What follows belongs to an exercise in optimizing a design on an open flow for small area; a production flow would make more cautious choices. The RTL was checked by simulation tests, not by an equivalence proof against the original design. Power and IR drop assume default switching activity.

Design kfs, start of the top module:
module kfs (
    input  wire         clk,
    input  wire         rst,           
    input  wire         in_valid,
    input  wire [15:0]  in_word,
    input  wire [5:0]   buf_addr,
    output reg  [3:0]   ev,
    output reg          st_ill,
    output wire [3:0]   fs_idx,
    output wire         frame_done,
    output wire         dpt_ok,
    output wire [4:0]   rd_d1,
    output wire [4:0]   rd_d2,
    output wire [4:0]   rd_d3,
    output wire         rd_dp,
    output wire         rd_ind,
    output wire [4:0]   dpt_len,
    output wire [159:0] dpt_out,
    output wire [1:0]   cv_st,
    output wire [6:0]   cv_len,
    output wire [7:0]   cv_sum,
    output wire         cv_hold,
    output wire         cv_trunc,
    output wire [7:0]   buf_rd,
    output wire [1:0]   sc_stat,
    output wire [3:0]   sc_olen,
    output wire [95:0]  sc_out
);
Size: roughly 2000 cells after synthesis, ~610 flip-flops, about 27000 sq um of cells after synthesis.
export LEC_CHECK = 0
export CAP_MARGIN = 20
export CORE_MARGIN = 2
export CORE_UTILIZATION = 30
export CTS_BUF_LIST = sky130_fd_sc_hd__clkbuf_8 sky130_fd_sc_hd__clkbuf_16
export CTS_CLUSTER_DIAMETER = 100
export CTS_CLUSTER_SIZE = 30
export PLACE_DENSITY = 0.5
export SLEW_MARGIN = 20
export SYNTH_HIERARCHICAL = 1
create_clock -name core_clock -period 20.0 [get_ports {clk}]
standard.sh (not shown) runs the stock make flow with config.mk's settings and CLKGATE_MAP_FILE= SYNTH_SCRIPT=/design/flow/synth_recipe.tcl, a recipe that flattens the netlist after the stock synthesis.
==> flow/flow/run.sh <==
#!/bin/bash
# Standard layout, with the smallest buffer on each input and output port
# in place of the default port buffer.
set -euo pipefail
export BUFFER_PORTS_ARGS="-buffer_cell sky130_fd_sc_hd__buf_1"
bash standard.sh > standard.log 2>&1
==> next run, changes <==
--- a/flow/config.mk
+++ b/flow/config.mk
@@ -9,7 +9,4 @@
 export CORE_MARGIN = 2
 export CORE_UTILIZATION = 30
-export CTS_BUF_LIST = sky130_fd_sc_hd__clkbuf_8 sky130_fd_sc_hd__clkbuf_16
-export CTS_CLUSTER_DIAMETER = 100
-export CTS_CLUSTER_SIZE = 30
 export PLACE_DENSITY = 0.5
 export SLEW_MARGIN = 20
Effect: Routed wire length goes up by 1.4%. Sequential share of layout area shrinks by 3.1 points. Final cell count goes up by 2.7%.
==> next run, changes <==
==> flow/run.sh (new file) <==
#!/bin/bash
# synth_recipe.tcl (not shown) runs the flow's synth.tcl, then flattens the netlist and writes it again
# the make line also repeats each setting of config.mk as NAME=value (left out here)
make -C /OpenROAD-flow-scripts/flow DESIGN_CONFIG=/design/flow/config.mk WORK_HOME=/design/flow/orfs CLKGATE_MAP_FILE= SYNTH_SCRIPT=/design/flow/synth_recipe.tcl finish
--- a/flow/config.mk
+++ b/flow/config.mk
@@ -9,4 +9,7 @@
 export CORE_MARGIN = 2
 export CORE_UTILIZATION = 30
+export CTS_BUF_LIST = sky130_fd_sc_hd__clkbuf_8 sky130_fd_sc_hd__clkbuf_16
+export CTS_CLUSTER_DIAMETER = 100
+export CTS_CLUSTER_SIZE = 30
 export PLACE_DENSITY = 0.5
 export SLEW_MARGIN = 20
removed: flow/flow/run.sh
removed: flow/standard.sh
Power decreases by about 22%.
Design area decreases by about 0.7%.
Final cell count decreases by 2.6%.
Setup slack gets worse by 940 ps.
Utilization decreases by 0.24 points.

## the baseline
kfs, a different RTL version from the one above (not shown whole).
For scale: roughly 2000 cells after synthesis, ~610 flip-flops, about 350 I/O pins, roughly 27000 sq um of cells after synthesis.
clock: 20.0 ns
lec_check: 0
cap_margin: 20
core_margin: 2
core_utilization: 60
cts_buf_list: sky130_fd_sc_hd__clkbuf_4 sky130_fd_sc_hd__clkbuf_8
place_density: 0.7
slew_margin: 20
synth_hierarchical: 1
run.sh (not shown) runs the stock make flow with config.mk's settings and CLKGATE_MAP_FILE= SYNTH_SCRIPT=/design/flow/synth_recipe.tcl, a recipe that flattens the netlist after the stock synthesis.
Stock flow here: none of the scripts above is used.
Edits applied to the flow inputs when going from the baseline to the candidate:
Settings: a change of PLACE_DENSITY from 0.7 to 0.5; a change of CORE_UTILIZATION from 60 to 30; a deleted CTS_BUF_LIST that had been sky130_fd_sc_hd__clkbuf_4 sky130_fd_sc_hd__clkbuf_8.
### Flow results
- Taking the baseline as the reference, in the candidate wire length of the first global-routing pass rose by 10 mm, fraction of the core area covered by cells at the end of the flow fell by 34 points.
- In the candidate relative to the baseline, detailed-placement wirelength estimate had gone up by more than 10%.
- Of the candidate and the baseline, it is the candidate that has the higher final area.
- The higher total power consumption of the routed design of the candidate and the baseline is in the candidate.
- When the candidate is set beside the baseline, its clock edge transition at the registers on the reported setup and hold paths turns out to be 0.02 ns smaller.
- The candidate does worse than the baseline on cell-internal power.
- Compare the candidate and the baseline | total number of placement rows lower: the baseline
- The portion of the layout cell area used by non-clock buffers of the candidate and that of the baseline are within noise of each other.
- Higher setup slack among the candidate and the baseline: the baseline
- Cmp the candidate and the baseline / clock group share of total power / lower: the baseline

Another version of the RTL of kfs (not shown whole).
For scale: ~1900 cells after synthesis, roughly 27000 um2 of cells after synthesis.
clock: 20.0 ns
lec_check: 0
cap_margin: 20
core_margin: 2
core_utilization: 30
cts_buf_list: sky130_fd_sc_hd__clkbuf_8 sky130_fd_sc_hd__clkbuf_16
cts_cluster_diameter: 100
cts_cluster_size: 30
place_density: 0.5
slew_margin: 20
synth_hierarchical: 1
standard.sh (not shown) runs the stock make flow with config.mk's settings and CLKGATE_MAP_FILE= SYNTH_SCRIPT=/design/flow/synth_recipe.tcl, a recipe that flattens the netlist after the stock synthesis.
==> flow/flow/run.sh <==
#!/bin/bash
# Standard layout, with the smallest buffer on each input and output port
# in place of the default port buffer, and a clock tree without dummy
# loads.
set -euo pipefail
export BUFFER_PORTS_ARGS="-buffer_cell sky130_fd_sc_hd__buf_1"
export CTS_ARGS="-sink_clustering_enable -repair_clock_nets -sink_clustering_size 30 -sink_clustering_max_diameter 100 -buf_list {sky130_fd_sc_hd__clkbuf_8 sky130_fd_sc_hd__clkbuf_16} -dont_use_dummy_load"
bash standard.sh > standard.log 2>&1
Rerun with:
CORE_UTILIZATION = 50   (was 30)
CTS_BUF_LIST = unset   (was sky130_fd_sc_hd__clkbuf_8 sky130_fd_sc_hd__clkbuf_16)
CTS_CLUSTER_DIAMETER = unset   (was 100)
CTS_CLUSTER_SIZE = unset   (was 30)
PLACE_DENSITY = 0.65   (was 0.5)
Worst setup slack gets better by 0.37 ns. Non-clock buffer count is lower by 2. Clock skew is lower by 0.022 ns. Final area decreases by 2.1%. Power decreases by 0.79%. First-iteration DRC count came out higher by 15%. Critical path depth does not change.
Rerun with:
==> flow/flow/run.sh (replaced) <==
#!/bin/bash
# Standard layout, with the smallest buffer on each input and output port
# in place of the default port buffer.
set -euo pipefail
export BUFFER_PORTS_ARGS="-buffer_cell sky130_fd_sc_hd__buf_1"
bash standard.sh > standard.log 2>&1
CORE_UTILIZATION = 30   (was 50)
CTS_BUF_LIST = sky130_fd_sc_hd__clkbuf_8 sky130_fd_sc_hd__clkbuf_16   (was unset)
CTS_CLUSTER_DIAMETER = 100   (was unset)
CTS_CLUSTER_SIZE = 30   (was unset)
PLACE_DENSITY = 0.5   (was 0.65)
Die area went up by 65%.
Sequential power hardly moves.
Core utilization went down by 21 points.
Cell count went up by 18%.
Total power went up by 3.6%.
Worst hold slack improved by 0.016 ns.
Synthesized cell count is unchanged.
Rerun with:
==> flow/flow/run.sh (replaced) <==
#!/bin/bash
# Standard layout, with the smallest buffer on each input and output port
# in place of the default port buffer, and gates off the critical paths
# downsized after global routing (power recovery on all paths).
set -euo pipefail
export BUFFER_PORTS_ARGS="-buffer_cell sky130_fd_sc_hd__buf_1"
export RECOVER_POWER=100
bash standard.sh > standard.log 2>&1
After rerunning: This time the run produced a layout that fails on max-capacitance violations, max-slew violations. Cell area went down by 0.42%. Cell count is unchanged. Maximum frequency goes down by 15%.
Rerun with:
==> flow/flow/run.sh (replaced) <==
#!/bin/bash
# Standard layout, with the smallest buffer on each input and output port
# in place of the default port buffer, gates off the critical paths
# downsized after global routing (power recovery on all paths), and a
# clock tree without dummy loads.
set -euo pipefail
export BUFFER_PORTS_ARGS="-buffer_cell sky130_fd_sc_hd__buf_1"
export RECOVER_POWER=100
export CTS_ARGS="-sink_clustering_enable -repair_clock_nets -sink_clustering_size 30 -sink_clustering_max_diameter 100 -buf_list {sky130_fd_sc_hd__clkbuf_8 sky130_fd_sc_hd__clkbuf_16} -dont_use_dummy_load"
bash standard.sh > standard.log 2>&1
The changed run produced a layout that fails on max-capacitance violations, max-slew violations.
Setup slack degrades by 0.023 ns.
Utilization fell by 0.19 points.
Area after synthesis does not change.
Sequential share of layout area grows by 0.37 points.
Clock skew is higher by 0.049 ns.

==> separate check: timing with driven ports <==
How much do the figures lean on ideal ports? The routed layouts below were timed once more, with nothing changed but the port constraints.
Step 1, drivers: a clkbuf_16 drives clk and a buf_2 each remaining input, both assumed.
Step 2 times the ports against the registers' clock, not the clock port: input delays grow and output delays shrink by t, the midpoint of the rising clock arrivals with the driver on.
Three values: ideal, step 1, step 2; two values: the first two.
| run | shift t [ns] | setup slack, ns | worst slew at a driven data input, ns |
|---|---|---|---|
| the first run of note 1 | 0.693 | 7.645 / 7.606 / 7.606 | 0.04 |
| the second run of note 1 | 0.667 | 7.703 / 7.665 / 7.665 | 0.04 |
| the third run of note 1 | 0.684 | 6.765 / 6.735 / 6.735 | 0.04 |
| the baseline | 0.735 | 6.913 / 6.881 / 6.881 | 0.05 |
| the candidate | 0.673 | 6.848 / 6.819 / 6.819 | 0.04 |
| the first run of note 3 | 0.639 | 7.307 / 7.282 / 7.282 | 0.05 |
| the second run of note 3 | 0.643 | 7.678 / 7.652 / 7.652 | 0.05 |
| the third run of note 3 | 0.673 | 7.368 / 7.342 / 7.342 | 0.05 |
| the fourth run of note 3 | 0.676 | 5.135 / 5.182 / 4.506 | 0.04 |
| the fifth run of note 3 | 0.640 | 5.112 / 5.159 / 4.519 | 0.05 |
For the fourth run of note 3, which loses most, drivers alone change the setup slack by +0.047 ns; drivers and shift together by -0.629 ns.
